Context: an optimization exercise on an open-source flow, tuned for small area, a short achievable clock period and few clock cycles. The choices shown serve that exercise and are no tape-out recipe.
Where RTL was checked, it was by simulation tests only, not by an equivalence proof against the original.

==> v38: inputs <==
==> flow/design.v (excerpt) <==
module hpng_core (
    input  wire         clk,
    input  wire         rst,
    input  wire         h_req,
    input  wire         h_we,
    input  wire         h_size,
    input  wire [31:0]  h_addr,
    input  wire [31:0]  h_wdata,
    output reg  [31:0]  h_rdata,
    output reg          h_err,
    output wire         irq,
    output reg          cph_req,
    output reg          cph_dec,
    output wire [127:0] cph_key,
    output reg  [127:0] cph_blk,
    input  wire         cph_ack,
    input  wire [127:0] cph_rdata,
    output reg          rng_req,
    output wire [31:0]  rng_bound,
    input  wire         rng_ack,
    input  wire [31:0]  rng_val
);
clock: 10.0 ns
lec_check: 0
cap_margin: 20
core_margin: 2
core_utilization: 45
place_density: 0.6
setup_slack_margin: 4
slew_margin: 20
run.sh (not shown) runs the stock make flow with config.mk's settings and CLKGATE_MAP_FILE= SYNTH_SCRIPT=/design/flow/synth_recipe.tcl, a recipe that flattens the netlist after the stock synthesis.
==> inputs of v1, as changes to v38 <==
--- a/flow/design.v
+++ b/flow/design.v
@@ -31,14 +31,13 @@
                      E_RANGE = 4'h9, E_OFFSET = 4'hA;
     localparam [2:0] S_IDLE = 3'd0,
                      S_EXEC = 3'd1,    
                      S_BLK  = 3'd2,    
                      S_ENC  = 3'd3,    
                      S_EMB  = 3'd4,    
-                     S_DEC  = 3'd5,    
-                     S_COPY = 3'd6;    
+                     S_DEC  = 3'd5;    
     reg [31:0] msg_len, ct_len, car_len, offset;
     reg [31:0] cmd;
     reg        busy, done, off_valid, len_valid, busywr, done_ie;
     reg [3:0]  errcode;
     reg [3:0]  keymask;
     reg [31:0] key0, key1, key2, key3;
@@ -86,26 +85,40 @@
             8'h54: reg_rdata = blkout1;
             8'h58: reg_rdata = blkout2;
             8'h5C: reg_rdata = blkout3;
             default: reg_rdata = 32'd0;
         endcase
     end
-    wire [31:0] msg_word = msg_buf[32*h_addr[4:2] +: 32];
-    wire [31:0] ct_word  = ct_buf[32*h_addr[4:2] +: 32];
-    wire [31:0] car_word = car_buf[32*h_addr[7:2] +: 32];
-    wire [31:0] win_word = in_msg ? msg_word : in_ct ? ct_word : car_word;
-    wire [7:0]  win_byte = win_word[8*h_addr[1:0] +: 8];
-    wire [31:0] win_rdata = h_size ? win_word : {24'd0, win_byte};
+    wire [7:0] win_idx  = h_addr[7:0];
+    wire [7:0] win_widx = {h_addr[7:2], 2'b00};
+    reg [31:0] win_rdata;
+    always @(*) begin
+        win_rdata = 32'd0;
+        if (in_msg) begin
+            if (h_size) win_rdata = msg_buf[8*win_widx[4:0] +: 32];
+            else        win_rdata = {24'd0, msg_buf[8*win_idx[4:0] +: 8]};
+        end else if (in_ct) begin
+            if (h_size) win_rdata = ct_buf[8*win_widx[4:0] +: 32];
+            else        win_rdata = {24'd0, ct_buf[8*win_idx[4:0] +: 8]};
+        end else begin
+            if (h_size) win_rdata = car_buf[8*win_widx +: 32];
+            else        win_rdata = {24'd0, car_buf[8*win_idx +: 8]};
+        end
+    end
     always @(posedge clk) begin
-        if (h_req) begin
+        if (rst) begin
+            h_rdata <= 32'd0;
+            h_err   <= 1'b0;
+        end else if (h_req) begin
             h_err   <= bus_err;
             h_rdata <= in_reg ? reg_rdata : win_rdata;
         end
     end
     reg [2:0]   state;
     reg [5:0]   c_r;       
+    reg [7:0]   o_r;       
     reg         bi;        
     reg         last_bi;   
     reg         pass_a;    
     reg [3:0]   code;      
     wire [3:0] op = cmd[3:0];
     wire       cmd_wr    = wr_do && in_reg && reg_off == 8'h0C;
@@ -163,13 +176,13 @@
         for (gi = 0; gi < 256; gi = gi + 1) begin : g_lsb
             assign car_lsb[gi] = car_buf[8*gi];
             assign ct_rev[gi]  = ct_buf[255 - gi];
         end
     endgenerate
     wire         emb_mode = (state == S_EMB) || (state == S_EXEC && op == OP_EMBED);
-    wire [7:0]   sh       = offset[7:0];
+    wire [7:0]   sh       = (state == S_EMB) ? o_r : offset[7:0];
     wire [255:0] sh_in    = emb_mode ? ct_rev : car_lsb;
     wire [255:0] sh_out   = sh_in >> sh;
     wire [255:0] y        = sh_out;
     wire [255:0] emb_bits;
     generate
         for (gi = 0; gi < 256; gi = gi + 1) begin : g_rev
@@ -191,18 +204,12 @@
     always @(*) begin
         up_ok = (cl != 6'd0) && (up_last >= 8'd1) && (up_last <= 8'd16) &&
                 (up_last <= {2'd0, cl});
         for (t = 0; t < 32; t = t + 1)
             if (t >= up_m && t < cl && ct_buf[8*t +: 8] != up_last) up_ok = 1'b0;
     end
-    reg        up_ok_r;
-    reg [5:0]  up_m_r;
-    always @(posedge clk) begin
-        up_ok_r <= up_ok;
-        up_m_r  <= up_m;
-    end
     wire [7:0] ind = cph_rdata[127:120];
     reg        q_ok;
     always @(*) begin
         q_ok = (ind >= 8'd1) && (ind <= 8'd16);
         for (t = 0; t < 16; t = t + 1)
             if (t >= 16 - ind && cph_rdata[8*t +: 8] != ind) q_ok = 1'b0;
@@ -210,15 +217,16 @@
     wire [4:0] q_keep = 5'd16 - ind[4:0];        
     wire is_reveal = (op == OP_REVEAL);
     wire ack_enc   = (state == S_ENC) && cph_ack;
     wire ack_dec   = (state == S_DEC) && cph_ack;
     wire dec_ok    = ack_dec && (!pass_a || q_ok);
     wire exec_ok   = (state == S_EXEC) && (code == E_OK);
-    wire do_unpad  = exec_ok && op == OP_UNPAD && up_ok_r;
-    wire do_copy   = (state == S_COPY) ||
-                     (ack_dec && is_reveal && (!pass_a || q_ok));
+    wire do_pad    = exec_ok && op == OP_PAD;
+    wire do_unpad  = exec_ok && op == OP_UNPAD && up_ok;
+    wire do_ext    = (exec_ok && op == OP_EXTRACT) ||
+                     (ack_dec && pass_a && q_ok && is_reveal);
     wire do_emb    = (exec_ok && op == OP_EMBED) || (state == S_EMB && !rng_req);
     always @(posedge clk) begin
         if (rst) begin
             msg_len   <= 32'd0;
             ct_len    <= 32'd0;
             car_len   <= 32'd0;
@@ -235,12 +243,13 @@
             key0 <= 32'd0; key1 <= 32'd0; key2 <= 32'd0; key3 <= 32'd0;
             blkin0 <= 32'd0; blkin1 <= 32'd0; blkin2 <= 32'd0; blkin3 <= 32'd0;
             blkout0 <= 32'd0; blkout1 <= 32'd0; blkout2 <= 32'd0; blkout3 <= 32'd0;
             state     <= S_IDLE;
             cph_req   <= 1'b0;
             cph_dec   <= 1'b0;
+            cph_blk   <= 128'd0;
             rng_req   <= 1'b0;
         end else begin
             if (wr_drop)
                 busywr <= 1'b1;
             if (wr_do && in_reg) begin
                 case (reg_off)
@@ -269,43 +278,32 @@
                 busy    <= 1'b1;
                 done    <= 1'b0;
                 errcode <= 4'd0;
                 code    <= chk_code;
                 c_r     <= (c_op == OP_PAD || c_op == OP_ENC || c_op == OP_HIDE) ?
                            hide_c : ct_len[5:0];
+                o_r     <= 8'd0;
                 bi      <= 1'b0;
-                last_bi <= (c_op == OP_PAD || c_op == OP_ENC || c_op == OP_HIDE) ?
-                           msg_len[4] : (ct_len[5:0] > 6'd16);
+                last_bi <= msg_len[4];
                 pass_a  <= 1'b1;
                 state   <= S_EXEC;
                 if (chk_ok) begin
                     case (c_op)
                         OP_ENCB, OP_DECB: begin
                             cph_req <= 1'b1;
                             cph_dec <= (c_op == OP_DECB);
                             cph_blk <= {blkin3, blkin2, blkin1, blkin0};
                             state   <= S_BLK;
                         end
-                        OP_PAD: begin
-                            cph_blk <= pmsg[127:0];
-                            state   <= S_COPY;
-                        end
-                        OP_EXTRACT: begin
-                            cph_blk <= y[127:0];
-                            state   <= S_COPY;
-                        end
                         OP_ENC, OP_HIDE: begin
                             cph_req <= 1'b1;
                             cph_dec <= 1'b0;
                             cph_blk <= pmsg[127:0];
                             state   <= S_ENC;
-                            if (c_op == OP_HIDE) begin
-                                offset <= 32'd0;
-                                if (hide_b != 9'd0)
-                                    rng_req <= 1'b1;
-                            end
+                            if (c_op == OP_HIDE && hide_b != 9'd0)
+                                rng_req <= 1'b1;
                         end
                         OP_DEC: begin
                             cph_req <= 1'b1;
                             cph_dec <= 1'b1;
                             cph_blk <= ct_len[5] ? ct_buf[255:128] : ct_buf[127:0];
                             bi      <= ct_len[5];
@@ -321,41 +319,34 @@
                         default: ;
                     endcase
                 end
             end
             if (rng_req && rng_ack) begin
                 rng_req <= 1'b0;
-                offset  <= rng_val;
+                o_r     <= rng_val[7:0];
             end
             case (state)
                 S_IDLE: ;
                 S_EXEC: begin
                     if (code == E_OK) begin
-                        if (op == OP_UNPAD && up_ok_r)
-                            msg_len <= {26'd0, up_m_r};
+                        case (op)
+                            OP_PAD: begin
+                                ct_len    <= {26'd0, c_r};
+                                len_valid <= 1'b1;
+                            end
+                            OP_UNPAD: begin
+                                if (up_ok) msg_len <= {26'd0, up_m};
+                            end
+                            default: ;
+                        endcase
                     end
-                    errcode <= (code == E_OK && op == OP_UNPAD && !up_ok_r) ? E_PADDING : code;
+                    errcode <= (code == E_OK && op == OP_UNPAD && !up_ok) ? E_PADDING : code;
                     busy    <= 1'b0;
                     done    <= 1'b1;
                     state   <= S_IDLE;
                 end
-                S_COPY: begin
-                    if (bi != last_bi) begin
-                        bi      <= 1'b1;
-                        cph_blk <= (op == OP_PAD) ? pmsg[255:128] : y[255:128];
-                    end else begin
-                        if (op == OP_PAD) begin
-                            ct_len    <= {26'd0, c_r};
-                            len_valid <= 1'b1;
-                        end
-                        errcode <= code;
-                        busy    <= 1'b0;
-                        done    <= 1'b1;
-                        state   <= S_IDLE;
-                    end
-                end
                 S_BLK: begin
                     if (cph_ack) begin
                         cph_req <= 1'b0;
                         {blkout3, blkout2, blkout1, blkout0} <= cph_rdata;
                         errcode <= code;
                         busy    <= 1'b0;
@@ -382,35 +373,35 @@
                             end
                         end
                     end
                 end
                 S_EMB: begin
                     if (!rng_req) begin
+                        offset    <= {24'd0, o_r};
                         off_valid <= 1'b1;
                         errcode   <= code;
                         busy      <= 1'b0;
                         done      <= 1'b1;
                         state     <= S_IDLE;
                     end
                 end
                 S_DEC: begin
                     if (cph_ack) begin
-                        if (bi)
-                            cph_blk <= is_reveal ? y[127:0] : ct_buf[127:0];
                         if (pass_a && !q_ok) begin
                             cph_req <= 1'b0;
                             errcode <= E_PADDING;
                             busy    <= 1'b0;
                             done    <= 1'b1;
                             state   <= S_IDLE;
                         end else begin
                             if (pass_a)
                                 msg_len <= {26'd0, c_r - {1'b0, ind[4:0]}};
                             pass_a <= 1'b0;
                             if (bi) begin
                                 bi      <= 1'b0;
+                                cph_blk <= is_reveal ? y[127:0] : ct_buf[127:0];
                             end else begin
                                 cph_req <= 1'b0;
                                 errcode <= code;
                                 busy    <= 1'b0;
                                 done    <= 1'b1;
                                 state   <= S_IDLE;
@@ -419,35 +410,37 @@
                     end
                 end
                 default: state <= S_IDLE;
             endcase
         end
     end
-    wire host_buf_wr = wr_do && in_win;
+    wire host_buf_wr = wr_do && in_win && !rst;
     integer b;
     always @(posedge clk) begin
         for (b = 0; b < BUF_CAP; b = b + 1) begin
             if (host_buf_wr && in_msg &&
                 (h_size ? ((b >> 2) == h_addr[4:2]) : (b == h_addr[4:0])))
                 msg_buf[8*b +: 8] <= h_size ? h_wdata[8*(b % 4) +: 8] : h_wdata[7:0];
-            else if (do_unpad && b < up_m_r)
+            else if (!rst && do_unpad && b < up_m)
                 msg_buf[8*b +: 8] <= ct_buf[8*b +: 8];
-            else if (dec_ok && (b >> 4) == bi &&
+            else if (!rst && dec_ok && (b >> 4) == bi &&
                      (!pass_a || (b % 16) < q_keep))
                 msg_buf[8*b +: 8] <= cph_rdata[8*(b % 16) +: 8];
             if (host_buf_wr && in_ct &&
                 (h_size ? ((b >> 2) == h_addr[4:2]) : (b == h_addr[4:0])))
                 ct_buf[8*b +: 8] <= h_size ? h_wdata[8*(b % 4) +: 8] : h_wdata[7:0];
-            else if (ack_enc && (b >> 4) == bi)
+            else if (!rst && do_pad && b < c_r)
+                ct_buf[8*b +: 8] <= pmsg[8*b +: 8];
+            else if (!rst && ack_enc && (b >> 4) == bi)
                 ct_buf[8*b +: 8] <= cph_rdata[8*(b % 16) +: 8];
-            else if (do_copy && (b >> 4) == bi && b < c_r)
-                ct_buf[8*b +: 8] <= cph_blk[8*(b % 16) +: 8];
+            else if (!rst && do_ext && b < c_r)
+                ct_buf[8*b +: 8] <= y[8*b +: 8];
         end
         for (b = 0; b < CAR_CAP; b = b + 1) begin
             if (host_buf_wr && in_car &&
                 (h_size ? ((b >> 2) == h_addr[7:2]) : (b == h_addr[7:0])))
                 car_buf[8*b +: 8] <= h_size ? h_wdata[8*(b % 4) +: 8] : h_wdata[7:0];
-            else if (do_emb && emb_mask[b])
+            else if (!rst && do_emb && emb_mask[b])
                 car_buf[8*b] <= emb_bits[b];
         end
     end
 endmodule
==> flow/config.mk (replaced) <==
export PLATFORM = sky130hd
export DESIGN_NAME = hpng_core
export DESIGN_NICKNAME = hpng_core
export VERILOG_FILES = /design/flow/design.v
export SDC_FILE = /design/flow/constraint.sdc
export NUM_CORES = 4
export LEC_CHECK = 0
export CAP_MARGIN = 20
export CORE_MARGIN = 2
export CORE_UTILIZATION = 25
export PLACE_DENSITY = 0.45
export SLEW_MARGIN = 20
==> inputs of v2, as changes to v38 <==
==> flow/config.mk (replaced) <==
export PLATFORM = sky130hd
export DESIGN_NAME = hpng_core
export DESIGN_NICKNAME = hpng_core
export VERILOG_FILES = /design/flow/design.v
export SDC_FILE = /design/flow/constraint.sdc
export NUM_CORES = 4
export LEC_CHECK = 0
export CAP_MARGIN = 20
export CORE_MARGIN = 2
export CORE_UTILIZATION = 33
export PLACE_DENSITY = 0.5
export SETUP_SLACK_MARGIN = 4
export SLEW_MARGIN = 20
==> qor summary <==
quantity	v1	v38	v2
Cell total after placement	32000	25850	28320
Number of buffers inserted during clock tree synthesis	407	355	369
Sink Count	3306	3305	3305
Detailed-placement wirelength estimate	1972 mm	1454 mm	1702 mm
Synth Cell Area	206100 sq um	208000 sq um	208000 sq um
Gate count of the mapped netlist	20010	19590	19590
Sequential share of the synthesized area	44.65%	44.97%	44.97%
Width of the die	912.0 um	683.8 um	797.8 um
Flip-flop and latch count after synthesis	3306	3305	3305
Synthesized area per cell	10.30 sq um	10.62 sq um	10.62 sq um
Fraction of synthesized area in multiplexers	18.48%	20.10%	20.10%
Initial Util	25.07%	45.19%	33.11%
FP Rows	333	249	291
Total placed instance area	242100 sq um	227500 sq um	233500 sq um
Fraction of the mapped netlist area in simple logic gates	12.48%	11.15%	11.15%
Post-synth EDFFs	2581	2734	2734
Run status	finished with violations	stopped before the end	stopped before the end
Failing step	-	5_1_grt	5_1_grt
Violated checks	antenna rules, capacitance limit, slew limit	-	-
Share of the synthesized area in compound gates (AO/OA/AOI/OAI)	18.66%	17.57%	17.57%
Post-Synth Adder-Cell Area	0.3157%	0.3369%	0.3369%
Testbench counts of v1, summed over its fixed seeds: cycles 1,821.
Function not checked in v38 and v2: the RTL went through the layout flow alone.

port drivers added, routing unchanged:
No port has a modelled driver above. Below, the same layout with a new extraction and two added sets of constraints.
Step 1 assumes that a clkbuf_16 drives the clock port and a buf_2 every other input.
Step 2 times the ports against the registers' clock, not the clock port: input delays grow and output delays shrink by t, the midpoint of the rising clock arrivals with the driver on.
a / b / c = no drivers / after step 1 / after step 2; a / b = the first two.
run: v1
shift t [ns]: 1.325
setup slack, ns: 0.635 / 0.635 / 0.481
worst setup path after step 2: input to register
worst slew at a driven data input, ns: 0.23
cell pins on the clock port's net: 1
For v1, drivers alone change the setup slack by 0.000 ns; drivers and shift together by -0.154 ns.
